Background: an optimization exercise with open tools, aiming at small area, a short achievable clock period and few clock cycles per item. Do not read the settings as production practice. Only simulation tests tie the RTL to the original design; equivalence was not proved.

==> run a: inputs <==
// cm_estimator
module cm_estimator (
    input  wire               clk,
    input  wire               rst,
    input  wire               in_valid,
    output wire               in_ready,
    input  wire signed [26:0] in_data,
    input  wire               in_mapped,
    input  wire [1:0]         in_policy,
    output reg                out_valid,
    output reg                out_found,
    output reg                out_bad_policy,
    output reg  signed [26:0] out_value
);
clock: 20.0 ns
lec_check: 0
cap_margin: 50
core_margin: 2
core_utilization: 40
slew_margin: 70
standard.sh (not shown) runs the stock make flow with config.mk's settings and CLKGATE_MAP_FILE= SYNTH_SCRIPT=/design/flow/synth_recipe.tcl, a recipe that flattens the netlist after the stock synthesis.
==> flow/flow/run.sh <==
#!/bin/bash
# Own layout flow: the standard ORFS flow (standard.sh, unchanged
# synthesis, floorplan, power grid, placement, CTS and routing), except that
# the buffers ORFS puts on the input and output ports are buf_4 cells instead
# of the default choice (a slow delay buffer). All of the flow's output goes to
# flow_standard.log in this folder; ORFS's own per-step logs stay under orfs/logs.
set -euo pipefail
export BUFFER_PORTS_ARGS="-buffer_cell sky130_fd_sc_hd__buf_4"
bash standard.sh > flow_standard.log 2>&1
==> run b: changes against run a <==
--- a/flow/design.v
+++ b/flow/design.v
@@ -73,23 +73,22 @@
         input [5:0] tt;
         begin
             elig = (pol == 2'd0) | (pol == 2'd1) |
                    ((pol == 2'd2) & (tt >= 6'd24) & (tt < 6'd55));
         end
     endfunction
     wire        occ_new = in_mapped & ((t == 6'd0) ? ~in_policy[1] : okreg);
-    wire        keep    = ~t0_r;
     wire        pilot   = map_r & pil_r & plt_r;
-    wire [6:0]  n_nx    = acc_r ? ((keep ? n : 7'd0) + {6'd0, map_r}) : n;
-    wire [33:0] S_nx    = acc_r ? ((keep ? S : 34'sd0) +
-                                   (map_r ? {{7{x_r[26]}}, x_r} : 34'd0)) : S;
-    wire [3:0]  Pn_nx   = acc_r ? ((keep ? Pn : 4'd0) + {3'd0, pilot}) : Pn;
-    wire [30:0] PS_nx   = acc_r ? ((keep ? PS : 31'sd0) +
-                                   (pilot ? {{4{x_r[26]}}, x_r} : 31'd0)) : PS;
-    wire [6:0]  ocnt_nx = acc_r ? ((keep ? ocnt : 7'd0) + {6'd0, ro[0]}) : ocnt;
+    wire        kp      = ~(acc_r & t0_r);
+    wire [6:0]  n_nx    = (kp ? n : 7'd0) + {6'd0, gq};
+    wire [33:0] S_nx    = (kp ? S : 34'sd0) + ({{7{x_r[26]}}, x_r} & {34{gq}});
+    wire        pg      = acc_r & pilot;
+    wire [3:0]  Pn_nx   = (kp ? Pn : 4'd0) + {3'd0, pg};
+    wire [30:0] PS_nx   = (kp ? PS : 31'sd0) + ({{4{x_r[26]}}, x_r} & {31{pg}});
+    wire [6:0]  ocnt_nx = (kp ? ocnt : 7'd0) + {6'd0, acc_r & ro[0]};
     wire [58:0] qs_o, qc_o;
     cm_qacc u_qacc (
         .x  (x_r),
         .g  (gq),
         .qs (Qs & {59{~(acc_r & t0_r)}}),
         .qc (Qc & {59{~(acc_r & t0_r)}}),
         .os (qs_o),
@@ -229,15 +228,15 @@
         if (dtake) begin
             drem   <= dnum[34:28];
             dq     <= dnum[27:0];
             dden   <= {dn_n, 1'b0};
             dneg   <= ds_neg;
             dfound <= (dn_n != 7'd0) & ~dn_bad;
             dbad   <= dn_bad;
-        end else if (dbusy) begin
+        end else begin
             drem <= rge2 ? rsub2[6:0] : rsh2[6:0];
             dq   <= {dq[25:0], rge1, rge2};
         end
         out_found      <= dfound;
         out_bad_policy <= dbad;
         out_value      <= ~dfound ? 27'sd0 : dneg ? -dq[26:0] : dq[26:0];
         if (v3 && last3) begin
==> flow/config.mk (replaced) <==
export PLATFORM = sky130hd
export DESIGN_NAME = cm_estimator
export DESIGN_NICKNAME = cm_estimator
export VERILOG_FILES = /design/flow/design.v
export SDC_FILE = /design/flow/constraint.sdc
export NUM_CORES = 4
export LEC_CHECK = 0
export ABC_AREA = 1
export CAP_MARGIN = 50
export CORE_MARGIN = 2
export CORE_UTILIZATION = 40
export CTS_CLUSTER_DIAMETER = 60
export CTS_CLUSTER_SIZE = 25
export SLEW_MARGIN = 70
==> run c: changes against run a <==
--- a/flow/design.v
+++ b/flow/design.v
@@ -39,21 +39,23 @@
     reg        [6:0]  m;
     reg        [3:0]  bone, btwo, bneg;   
     reg               tload;
     reg signed [33:0] T;
     reg        [63:0] D;
     reg        [2:0]  hbit;      
     reg               dclr, d2a, d2b;    
-    reg               inj, injlast, injbad;
-    wire evaluating = (sc == 4'd0) & (ecnt != 7'd0);
+    reg               injA, injv, injt, injlast, injbad;
+    reg               actd;      
+    wire evaluating = (sc == 4'd0) & (ecnt != 7'd0) & ~(actd & (epol == 2'd2));
     wire ev_now     = hocc & evaluating;
-    reg               v1, last1, virt1, bad1, p1_1;
+    reg               v1, last1, virt1, bad1, p1_1, lt1_1;
+    reg        [34:0] Ra, Rb;    
     reg        [26:0] x1;
     reg signed [34:0] e1;
-    reg               v2, last2, virt2, bad2, p1_2, sgn2, sat2, vp0_2;
+    reg               v2, last2, virt2, bad2, p1_2, lt1_2, sat2, vp0_2;
     reg               v3, last3, bad3, sel3;
     reg        [26:0] x3;
     reg        [1:0]  ad_ci;
     reg               vp0_1;
     reg        [26:0] x2;
     reg        [64:0] SQs, SQc;
     reg signed [33:0] acc_s;
@@ -73,23 +75,22 @@
         input [5:0] tt;
         begin
             elig = (pol == 2'd0) | (pol == 2'd1) |
                    ((pol == 2'd2) & (tt >= 6'd24) & (tt < 6'd55));
         end
     endfunction
     wire        occ_new = in_mapped & ((t == 6'd0) ? ~in_policy[1] : okreg);
-    wire        keep    = ~t0_r;
     wire        pilot   = map_r & pil_r & plt_r;
-    wire [6:0]  n_nx    = acc_r ? ((keep ? n : 7'd0) + {6'd0, map_r}) : n;
-    wire [33:0] S_nx    = acc_r ? ((keep ? S : 34'sd0) +
-                                   (map_r ? {{7{x_r[26]}}, x_r} : 34'd0)) : S;
-    wire [3:0]  Pn_nx   = acc_r ? ((keep ? Pn : 4'd0) + {3'd0, pilot}) : Pn;
-    wire [30:0] PS_nx   = acc_r ? ((keep ? PS : 31'sd0) +
-                                   (pilot ? {{4{x_r[26]}}, x_r} : 31'd0)) : PS;
-    wire [6:0]  ocnt_nx = acc_r ? ((keep ? ocnt : 7'd0) + {6'd0, ro[0]}) : ocnt;
+    wire        kp      = ~(acc_r & t0_r);
+    wire [6:0]  n_nx    = (kp ? n : 7'd0) + {6'd0, gq};
+    wire [33:0] S_nx    = (kp ? S : 34'sd0) + ({{7{x_r[26]}}, x_r} & {34{gq}});
+    wire        pg      = acc_r & pilot;
+    wire [3:0]  Pn_nx   = (kp ? Pn : 4'd0) + {3'd0, pg};
+    wire [30:0] PS_nx   = (kp ? PS : 31'sd0) + ({{4{x_r[26]}}, x_r} & {31{pg}});
+    wire [6:0]  ocnt_nx = (kp ? ocnt : 7'd0) + {6'd0, acc_r & ro[0]};
     wire [58:0] qs_o, qc_o;
     cm_qacc u_qacc (
         .x  (x_r),
         .g  (gq),
         .qs (Qs & {59{~(acc_r & t0_r)}}),
         .qc (Qc & {59{~(acc_r & t0_r)}}),
         .os (qs_o),
@@ -98,39 +99,41 @@
     wire [6:0] ecnt_dec = ecnt - {6'd0, ev_now};
     wire       act = lcomplete & (sc == 4'd0) &
                      ({1'b0, fo} + {2'd0, dbusy} <= 3'd1) &
                      ((lpol == 2'd0) ? (ecnt == 7'd0) : (ecnt_dec == 7'd0));
     wire [6:0] ecnt_nx = act ? ocnt_nx : ecnt_dec;
     wire [3:0] sc_nx   = act ? ((lpol == 2'd0) ? (n_nx[6] ? 4'd7 : 4'd6) : 4'd0)
                              : ((sc != 4'd0) ? sc - 4'd1 : 4'd0);
+    wire        inj   = injv | injt;
     wire        v0    = ev_now | inj;
     wire [26:0] x0    = hx;
-    wire [34:0] e0;
-    cm_mulsub u_mul (.x(x0), .one(bone), .two(btwo), .neg(bneg), .T(T), .e(e0));
+    wire [34:0] ra0, rb0;
+    cm_mulsub u_mul (.x(rx[27*(N-2) +: 27]), .one(bone), .two(btwo), .neg(bneg), .T(T),
+                     .ra(ra0), .rb(rb0));
+    wire [34:0] e0    = Ra + Rb;
     wire [64:0] sq_s, sq_c;
     cm_esq u_esq (.e(e1), .os(sq_s), .oc(sq_c));
     reg         hmode, hlast, hsq;                        
     wire        s2step = v2 & vp0_2;
     wire [64:0] ad_sum = {1'b0, D} + ~SQs + ~SQc + {63'd0, ad_ci};
     wire        lt     = ~ad_sum[64];                         
-    wire        sel  = v2 & ~virt2 & ~bad2 & (p1_2 ? sgn2 : (~sat2 & lt));
+    wire        sel  = v2 & ~virt2 & ~bad2 & (p1_2 ? lt1_2 : (~sat2 & lt));
     wire signed [33:0] accs_nx = sel3 ? acc_s + {{7{x3[26]}}, x3} : acc_s;
     wire        [6:0]  accn_nx = sel3 ? acc_n + 7'd1 : acc_n;
     wire dtake = dn_v & ~dbusy & ~dfin;
     wire [1:0] epol_nx = act ? lpol : epol;
     wire [6:0] m_nx    = ~act ? m : (lpol == 2'd0) ? n_nx :
                          (lpol == 2'd2) ? {3'd0, Pn} : 7'd1;
     wire [2:0] bdig [0:3];
     assign bdig[0] = {m_nx[1], m_nx[0], 1'b0};
     assign bdig[1] = {m_nx[3], m_nx[2], m_nx[1]};
     assign bdig[2] = {m_nx[5], m_nx[4], m_nx[3]};
     assign bdig[3] = {1'b0, m_nx[6], m_nx[5]};
     integer bi;
-    wire       inj_nx  = ~rst & ((act & (lpol != 2'd0) & (ocnt_nx == 7'd0)) |
-                                 (hsq & (hbit == 3'd1)));
+    wire       injA_nx = ~rst & hsq & (hbit == 3'd2);
     wire       hsq_nx  = act ? (lpol == 2'd0) : (hsq & (hbit != 3'd0));
     wire [7:0]  p2    = m[3:0] * m[3:0];
     wire [12:0] p2x25 = {p2, 4'd0} + {1'b0, p2, 3'd0} + {5'd0, p2};
     wire [63:0] D2    = {33'd0, p2x25, 17'd0, p2 != 8'd0};
     wire        ds_neg = dn_s[33];
     wire [34:0] dnum   = {(dn_s ^ {34{ds_neg}}), 1'b0} +
                          {27'd0, dn_n} + {33'd0, ds_neg, 1'b0};
@@ -139,23 +142,26 @@
     wire [7:0]  rsub1  = rsh1 - dden;
     wire [6:0]  rem1   = rge1 ? rsub1[6:0] : rsh1[6:0];
     wire [7:0]  rsh2   = {rem1, dq[26]};
     wire        rge2   = rsh2 >= dden;
     wire [7:0]  rsub2  = rsh2 - dden;
     wire [6:0] clr_nx  = (clr != 7'd0) ? clr - 7'd1 : 7'd0;
     wire       hocc_nx = ro[N-2] & (clr_nx == 7'd0);
-    wire       free_nx = ~hocc_nx | ((sc_nx == 4'd0) & (ecnt_nx != 7'd0));
+    wire       free_nx = ~hocc_nx | (act ? ((lpol == 2'd1) & (ocnt_nx != 7'd0))
+                                         : ((sc[3:1] == 3'd0) & (ecnt_dec != 7'd0)));
     wire       dbusy_nx = dtake | (dbusy & (dcnt != 4'd13));
-    wire [1:0] fo_nx    = fo + {1'b0, act} - {1'b0, dtake};
-    wire       ev_nx    = hocc_nx & (sc_nx == 4'd0) & (ecnt_nx != 7'd0);
-    wire       actp     = (sc_nx == 4'd0) & ({1'b0, fo_nx} + {2'd0, dbusy_nx} <= 3'd1) &
-                          (lpol != 2'd0) & (ecnt_nx == {6'd0, ev_nx});
+    wire [1:0] fo_nx    = fo - {1'b0, dtake};
+    wire       ec0      = (ecnt == 7'd0) | ((ecnt == 7'd1) & ev_now);
+    wire       ec1      = ((ecnt == 7'd1) & ~ev_now) | ((ecnt == 7'd2) & ev_now);
+    wire       actp     = (sc[3:1] == 3'd0) & ({1'b0, fo_nx} + {2'd0, dbusy_nx} <= 3'd1) &
+                          (lpol != 2'd0) & (ec0 | (ec1 & hocc_nx)) &
+                          ~((lpol == 2'd2) & ro[N-3] & (clr_nx <= 7'd1));
     wire       rdy_if_acc  = free_nx & ((t != 6'd63) | actp);
     wire       rdy_if_nacc = free_nx & ((t != 6'd0) |
-                                        ((lcomplete & ~act) ? actp : (sc_nx[3:1] == 3'd0)));
+                                        ((lcomplete & ~act) ? actp : (act ? (lpol != 2'd0) : (sc <= 4'd2))));
     always @(posedge clk) begin
         rx <= {rx[27*(N-1)-1:0], accept ? in_data : hx};
         ro <= {ro[N-2:0], accept ? occ_new : (hocc & ~ev_now)};
         acc_r <= accept;
         gq    <= accept & in_mapped;
         plt_r <= in_data < THRESH;
         map_r <= in_mapped;
@@ -169,18 +175,18 @@
         S    <= S_nx;
         Pn   <= Pn_nx;
         PS   <= PS_nx;
         ocnt <= ocnt_nx;
         Qs   <= qs_o;
         Qc   <= qc_o;
         for (bi = 0; bi < 4; bi = bi + 1) begin
-            bone[bi] <= ~inj_nx & (bdig[bi] == 3'b001 || bdig[bi] == 3'b010 ||
-                                   bdig[bi] == 3'b101 || bdig[bi] == 3'b110);
-            btwo[bi] <= ~inj_nx & (bdig[bi] == 3'b011 || bdig[bi] == 3'b100);
-            bneg[bi] <= ~inj_nx & bdig[bi][2] & (bdig[bi] != 3'b111);
+            bone[bi] <= ~injA_nx & (bdig[bi] == 3'b001 || bdig[bi] == 3'b010 ||
+                                    bdig[bi] == 3'b101 || bdig[bi] == 3'b110);
+            btwo[bi] <= ~injA_nx & (bdig[bi] == 3'b011 || bdig[bi] == 3'b100);
+            bneg[bi] <= ~injA_nx & bdig[bi][2] & (bdig[bi] != 3'b111);
         end
         tload <= act & (lpol == 2'd0);
         if (tload)
             T <= S;
         if (act) begin
             epol    <= lpol;
             m       <= m_nx;
@@ -200,28 +206,31 @@
         else if (d2b)
             D <= D2;
         last1 <= ev_now ? (ecnt == 7'd1) : injlast;
         virt1 <= inj;
         vp0_1 <= inj & (epol == 2'd0);
         bad1  <= inj & injbad;
         p1_1  <= (epol == 2'd1);
+        lt1_1 <= $signed(hx) < THRESH;
+        Ra    <= ra0;
+        Rb    <= rb0;
         x1    <= x0;
         e1    <= e0;
         last3 <= last2;
         bad3  <= bad2;
         sel3  <= sel;
         x3    <= x2;
         ad_ci <= hsq ? 2'd0 : (v1 & vp0_1) ? 2'd2 : 2'd1;
         last2 <= last1;
         virt2 <= virt1;
         vp0_2 <= vp0_1;
         bad2  <= bad1;
         p1_2  <= p1_1;
+        lt1_2 <= lt1_1;
         x2    <= x1;
-        sgn2  <= e1[34];
         sat2  <= (e1[34:32] != {3{e1[34]}});
         if (hsq) begin
             SQs <= ~{6'd0, Qs & {59{m[hbit]}}};
             SQc <= ~{6'd0, Qc & {59{m[hbit]}}};
         end else begin
             SQs <= sq_s;
             SQc <= sq_c;
@@ -229,15 +238,15 @@
         if (dtake) begin
             drem   <= dnum[34:28];
             dq     <= dnum[27:0];
             dden   <= {dn_n, 1'b0};
             dneg   <= ds_neg;
             dfound <= (dn_n != 7'd0) & ~dn_bad;
             dbad   <= dn_bad;
-        end else if (dbusy) begin
+        end else begin
             drem <= rge2 ? rsub2[6:0] : rsh2[6:0];
             dq   <= {dq[25:0], rge1, rge2};
         end
         out_found      <= dfound;
         out_bad_policy <= dbad;
         out_value      <= ~dfound ? 27'sd0 : dneg ? -dq[26:0] : dq[26:0];
         if (v3 && last3) begin
@@ -254,15 +263,18 @@
             ecnt       <= 7'd0;
             sc         <= 4'd0;
             hmode      <= 1'b0;
             hsq        <= 1'b0;
             dclr       <= 1'b0;
             d2a        <= 1'b0;
             d2b        <= 1'b0;
-            inj        <= 1'b0;
+            injA       <= 1'b0;
+            injv       <= 1'b0;
+            injt       <= 1'b0;
+            actd       <= 1'b0;
             v1         <= 1'b0;
             v2         <= 1'b0;
             v3         <= 1'b0;
             acc_s      <= 34'sd0;
             acc_n      <= 7'd0;
             dn_v       <= 1'b0;
             fo         <= 2'd0;
@@ -288,15 +300,18 @@
             hsq    <= hsq_nx;
             hmode  <= hsq;
             hlast  <= hsq & (hbit == 3'd0);
             if (act)
                 hbit <= n_nx[6] ? 3'd6 : 3'd5;
             else if (hsq)
                 hbit <= hbit - 3'd1;
-            inj  <= inj_nx;
+            injA <= injA_nx;
+            injv <= injA;
+            injt <= act & (lpol != 2'd0) & (ocnt_nx == 7'd0);
+            actd <= act;
             v1   <= v0;
             v2   <= v1;
             v3   <= v2;
             if (v3) begin
                 if (last3) begin
                     acc_s <= 34'sd0;
                     acc_n <= 7'd0;
@@ -3148,15 +3163,16 @@
 endmodule
 module cm_mulsub (
     input  wire [26:0] x,
     input  wire [3:0]  one,
     input  wire [3:0]  two,
     input  wire [3:0]  neg,
     input  wire [33:0] T,
-    output wire [34:0] e
+    output wire [34:0] ra,
+    output wire [34:0] rb
 );
     wire [33:0] nT = ~T;
     wire mb_1;
     assign mb_1 = (((one[0]&x[0])|(two[0]&1'b0))^neg[0]);
     wire mb_2;
     assign mb_2 = (((one[0]&x[1])|(two[0]&x[0]))^neg[0]);
     wire mb_3;
@@ -3762,11 +3778,10 @@
     assign {mb_366,mb_365} = mb_223 + mb_294 + mb_295;
     wire mb_367;
     wire mb_368;
     assign {mb_368,mb_367} = mb_227 + mb_296 + mb_297;
     wire mb_369;
     wire mb_370;
     assign {mb_370,mb_369} = mb_231 + mb_298 + mb_299;
-    wire [34:0] ra = {mb_368,mb_366,mb_364,mb_362,mb_360,mb_358,mb_356,mb_354,mb_352,mb_350,mb_348,mb_346,mb_344,mb_342,mb_340,mb_338,mb_336,mb_334,mb_332,mb_330,mb_328,mb_326,mb_324,mb_322,mb_320,mb_318,mb_316,mb_314,mb_312,mb_310,mb_308,mb_306,mb_304,mb_302,mb_233};
-    wire [34:0] rb = {mb_369,mb_367,mb_365,mb_363,mb_361,mb_359,mb_357,mb_355,mb_353,mb_351,mb_349,mb_347,mb_345,mb_343,mb_341,mb_339,mb_337,mb_335,mb_333,mb_331,mb_329,mb_327,mb_325,mb_323,mb_321,mb_319,mb_317,mb_315,mb_313,mb_311,mb_309,mb_307,mb_305,mb_303,mb_301};
-    assign e = ra + rb;
+    assign ra = {mb_368,mb_366,mb_364,mb_362,mb_360,mb_358,mb_356,mb_354,mb_352,mb_350,mb_348,mb_346,mb_344,mb_342,mb_340,mb_338,mb_336,mb_334,mb_332,mb_330,mb_328,mb_326,mb_324,mb_322,mb_320,mb_318,mb_316,mb_314,mb_312,mb_310,mb_308,mb_306,mb_304,mb_302,mb_233};
+    assign rb = {mb_369,mb_367,mb_365,mb_363,mb_361,mb_359,mb_357,mb_355,mb_353,mb_351,mb_349,mb_347,mb_345,mb_343,mb_341,mb_339,mb_337,mb_335,mb_333,mb_331,mb_329,mb_327,mb_325,mb_323,mb_321,mb_319,mb_317,mb_315,mb_313,mb_311,mb_309,mb_307,mb_305,mb_303,mb_301};
 endmodule
--- a/flow/config.mk
+++ b/flow/config.mk
@@ -4,8 +4,10 @@
 export VERILOG_FILES = /design/flow/design.v
 export SDC_FILE = /design/flow/constraint.sdc
 export NUM_CORES = 4
 export LEC_CHECK = 0
 export CAP_MARGIN = 50
 export CORE_MARGIN = 2
 export CORE_UTILIZATION = 40
+export CTS_CLUSTER_DIAMETER = 60
+export CTS_CLUSTER_SIZE = 25
 export SLEW_MARGIN = 70
==> run d: changes against run a <==
--- a/flow/design.v
+++ b/flow/design.v
@@ -73,23 +73,22 @@
         input [5:0] tt;
         begin
             elig = (pol == 2'd0) | (pol == 2'd1) |
                    ((pol == 2'd2) & (tt >= 6'd24) & (tt < 6'd55));
         end
     endfunction
     wire        occ_new = in_mapped & ((t == 6'd0) ? ~in_policy[1] : okreg);
-    wire        keep    = ~t0_r;
     wire        pilot   = map_r & pil_r & plt_r;
-    wire [6:0]  n_nx    = acc_r ? ((keep ? n : 7'd0) + {6'd0, map_r}) : n;
-    wire [33:0] S_nx    = acc_r ? ((keep ? S : 34'sd0) +
-                                   (map_r ? {{7{x_r[26]}}, x_r} : 34'd0)) : S;
-    wire [3:0]  Pn_nx   = acc_r ? ((keep ? Pn : 4'd0) + {3'd0, pilot}) : Pn;
-    wire [30:0] PS_nx   = acc_r ? ((keep ? PS : 31'sd0) +
-                                   (pilot ? {{4{x_r[26]}}, x_r} : 31'd0)) : PS;
-    wire [6:0]  ocnt_nx = acc_r ? ((keep ? ocnt : 7'd0) + {6'd0, ro[0]}) : ocnt;
+    wire        kp      = ~(acc_r & t0_r);
+    wire [6:0]  n_nx    = (kp ? n : 7'd0) + {6'd0, gq};
+    wire [33:0] S_nx    = (kp ? S : 34'sd0) + ({{7{x_r[26]}}, x_r} & {34{gq}});
+    wire        pg      = acc_r & pilot;
+    wire [3:0]  Pn_nx   = (kp ? Pn : 4'd0) + {3'd0, pg};
+    wire [30:0] PS_nx   = (kp ? PS : 31'sd0) + ({{4{x_r[26]}}, x_r} & {31{pg}});
+    wire [6:0]  ocnt_nx = (kp ? ocnt : 7'd0) + {6'd0, acc_r & ro[0]};
     wire [58:0] qs_o, qc_o;
     cm_qacc u_qacc (
         .x  (x_r),
         .g  (gq),
         .qs (Qs & {59{~(acc_r & t0_r)}}),
         .qc (Qc & {59{~(acc_r & t0_r)}}),
         .os (qs_o),
@@ -229,15 +228,15 @@
         if (dtake) begin
             drem   <= dnum[34:28];
             dq     <= dnum[27:0];
             dden   <= {dn_n, 1'b0};
             dneg   <= ds_neg;
             dfound <= (dn_n != 7'd0) & ~dn_bad;
             dbad   <= dn_bad;
-        end else if (dbusy) begin
+        end else begin
             drem <= rge2 ? rsub2[6:0] : rsh2[6:0];
             dq   <= {dq[25:0], rge1, rge2};
         end
         out_found      <= dfound;
         out_bad_policy <= dbad;
         out_value      <= ~dfound ? 27'sd0 : dneg ? -dq[26:0] : dq[26:0];
         if (v3 && last3) begin
==> flow/config.mk (replaced) <==
export PLATFORM = sky130hd
export DESIGN_NAME = cm_estimator
export DESIGN_NICKNAME = cm_estimator
export VERILOG_FILES = /design/flow/design.v
export SDC_FILE = /design/flow/constraint.sdc
export NUM_CORES = 4
export LEC_CHECK = 0
export CAP_MARGIN = 50
export CORE_MARGIN = 2
export CORE_UTILIZATION = 50
export CTS_CLUSTER_DIAMETER = 60
export CTS_CLUSTER_SIZE = 25
export SLEW_MARGIN = 70
==> out/qor.json <==
{
  "run_status": "finished clean",
  "rows": 170,
  "multi_input_gates": 5369,
  "fraction_of_synthesized_cell_area_in_xor_and_xnor_cells_pct": 3.39,
  "grt_usage_pct": 23.1,
  "timing_worst_slew_pin_value_ps": 518,
  "syn_inst": 9672,
  "routed_wirelength_microns": 249000,
  "crit_path_max_fanout": 28,
  "multi_input_comb_area_sq_um": 48500
}
# the run above: run d

==> out/qor.json <==
{
  "multi_input_gates": 5362,
  "grt_usage_pct": 19.5,
  "cts_hold_repair.buffers": 0,
  "ys_seq_elements": 2619,
  "run_status": "finished clean",
  "fraction_of_synthesized_cell_area_in_xor_and_xnor_cells_pct": 3.28,
  "routed_wirelength_microns": 270000,
  "multi_input_comb_area_sq_um": 49000,
  "crit_path_max_fanout": 28,
  "worstPathBufferInverterCount": 4
}
# the run above: run a

==> out/qor.json <==
{
  "crit_path_max_fanout": 1,
  "multi_input_comb_area_sq_um": 49000,
  "worst_ep_required_time_ps": 16000,
  "postRouteAntennaNets": 1,
  "run_status": "failed layout checks",
  "rows": 192,
  "critical_path.cell_chain": "buf_4",
  "multi_input_gates": 5373,
  "routed_wirelength_microns": 263000,
  "layout.failed_checks": "antenna violations",
  "syn_inst": 9761,
  "fraction_of_synthesized_cell_area_in_xor_and_xnor_cells_pct": 3.38,
  "timing_worst_slew_pin_value_ps": 523
}
# the run above: run c

==> out/qor.json <==
{
  "run_status": "finished clean",
  "syn_inst": 10900,
  "multi_input_comb_area_sq_um": 48700,
  "rows": 192,
  "crit_path_max_fanout": 1,
  "timing_worst_slew_pin_value_ps": 492
}
# the run above: run b

Testbench counts of run a, summed over its fixed seeds: cycles 21,971, groups 320.
Testbench counts of run b, summed over its fixed seeds: cycles 21,971, groups 320.
Testbench counts of run c, summed over its fixed seeds: cycles 21,971, groups 320.
Testbench counts of run d, summed over its fixed seeds: cycles 21,971, groups 320.

==> afterwards: timing with drivers on the ports <==
The results above use ideal ports. As a check the final layouts listed here were re-extracted and re-timed, cells and wires unchanged. Step 1: set_driving_cell puts a clkbuf_16 on clk and a buf_2 on each other input, an assumption about the parent block. Step 2, shift: input delay + t, output delay - t, t = (earliest + latest rising clock arrival at the registers) / 2. This alone moves slack from input paths to output paths. Three values: ideal, step 1, step 2; two values: the first two.
run	t (ns)	setup slack, ns	worst setup path at the end
run a	0.944	14.197 / 14.197 / 14.197	register to register
run b	0.967	14.441 / 14.337 / 14.525	input to register
run c	0.950	14.527 / 14.424 / 14.171	input to register
run d	0.914	14.457 / 14.457 / 14.297	input to register
For run c, which loses most, drivers alone change the setup slack by -0.103 ns; drivers and shift together by -0.356 ns.
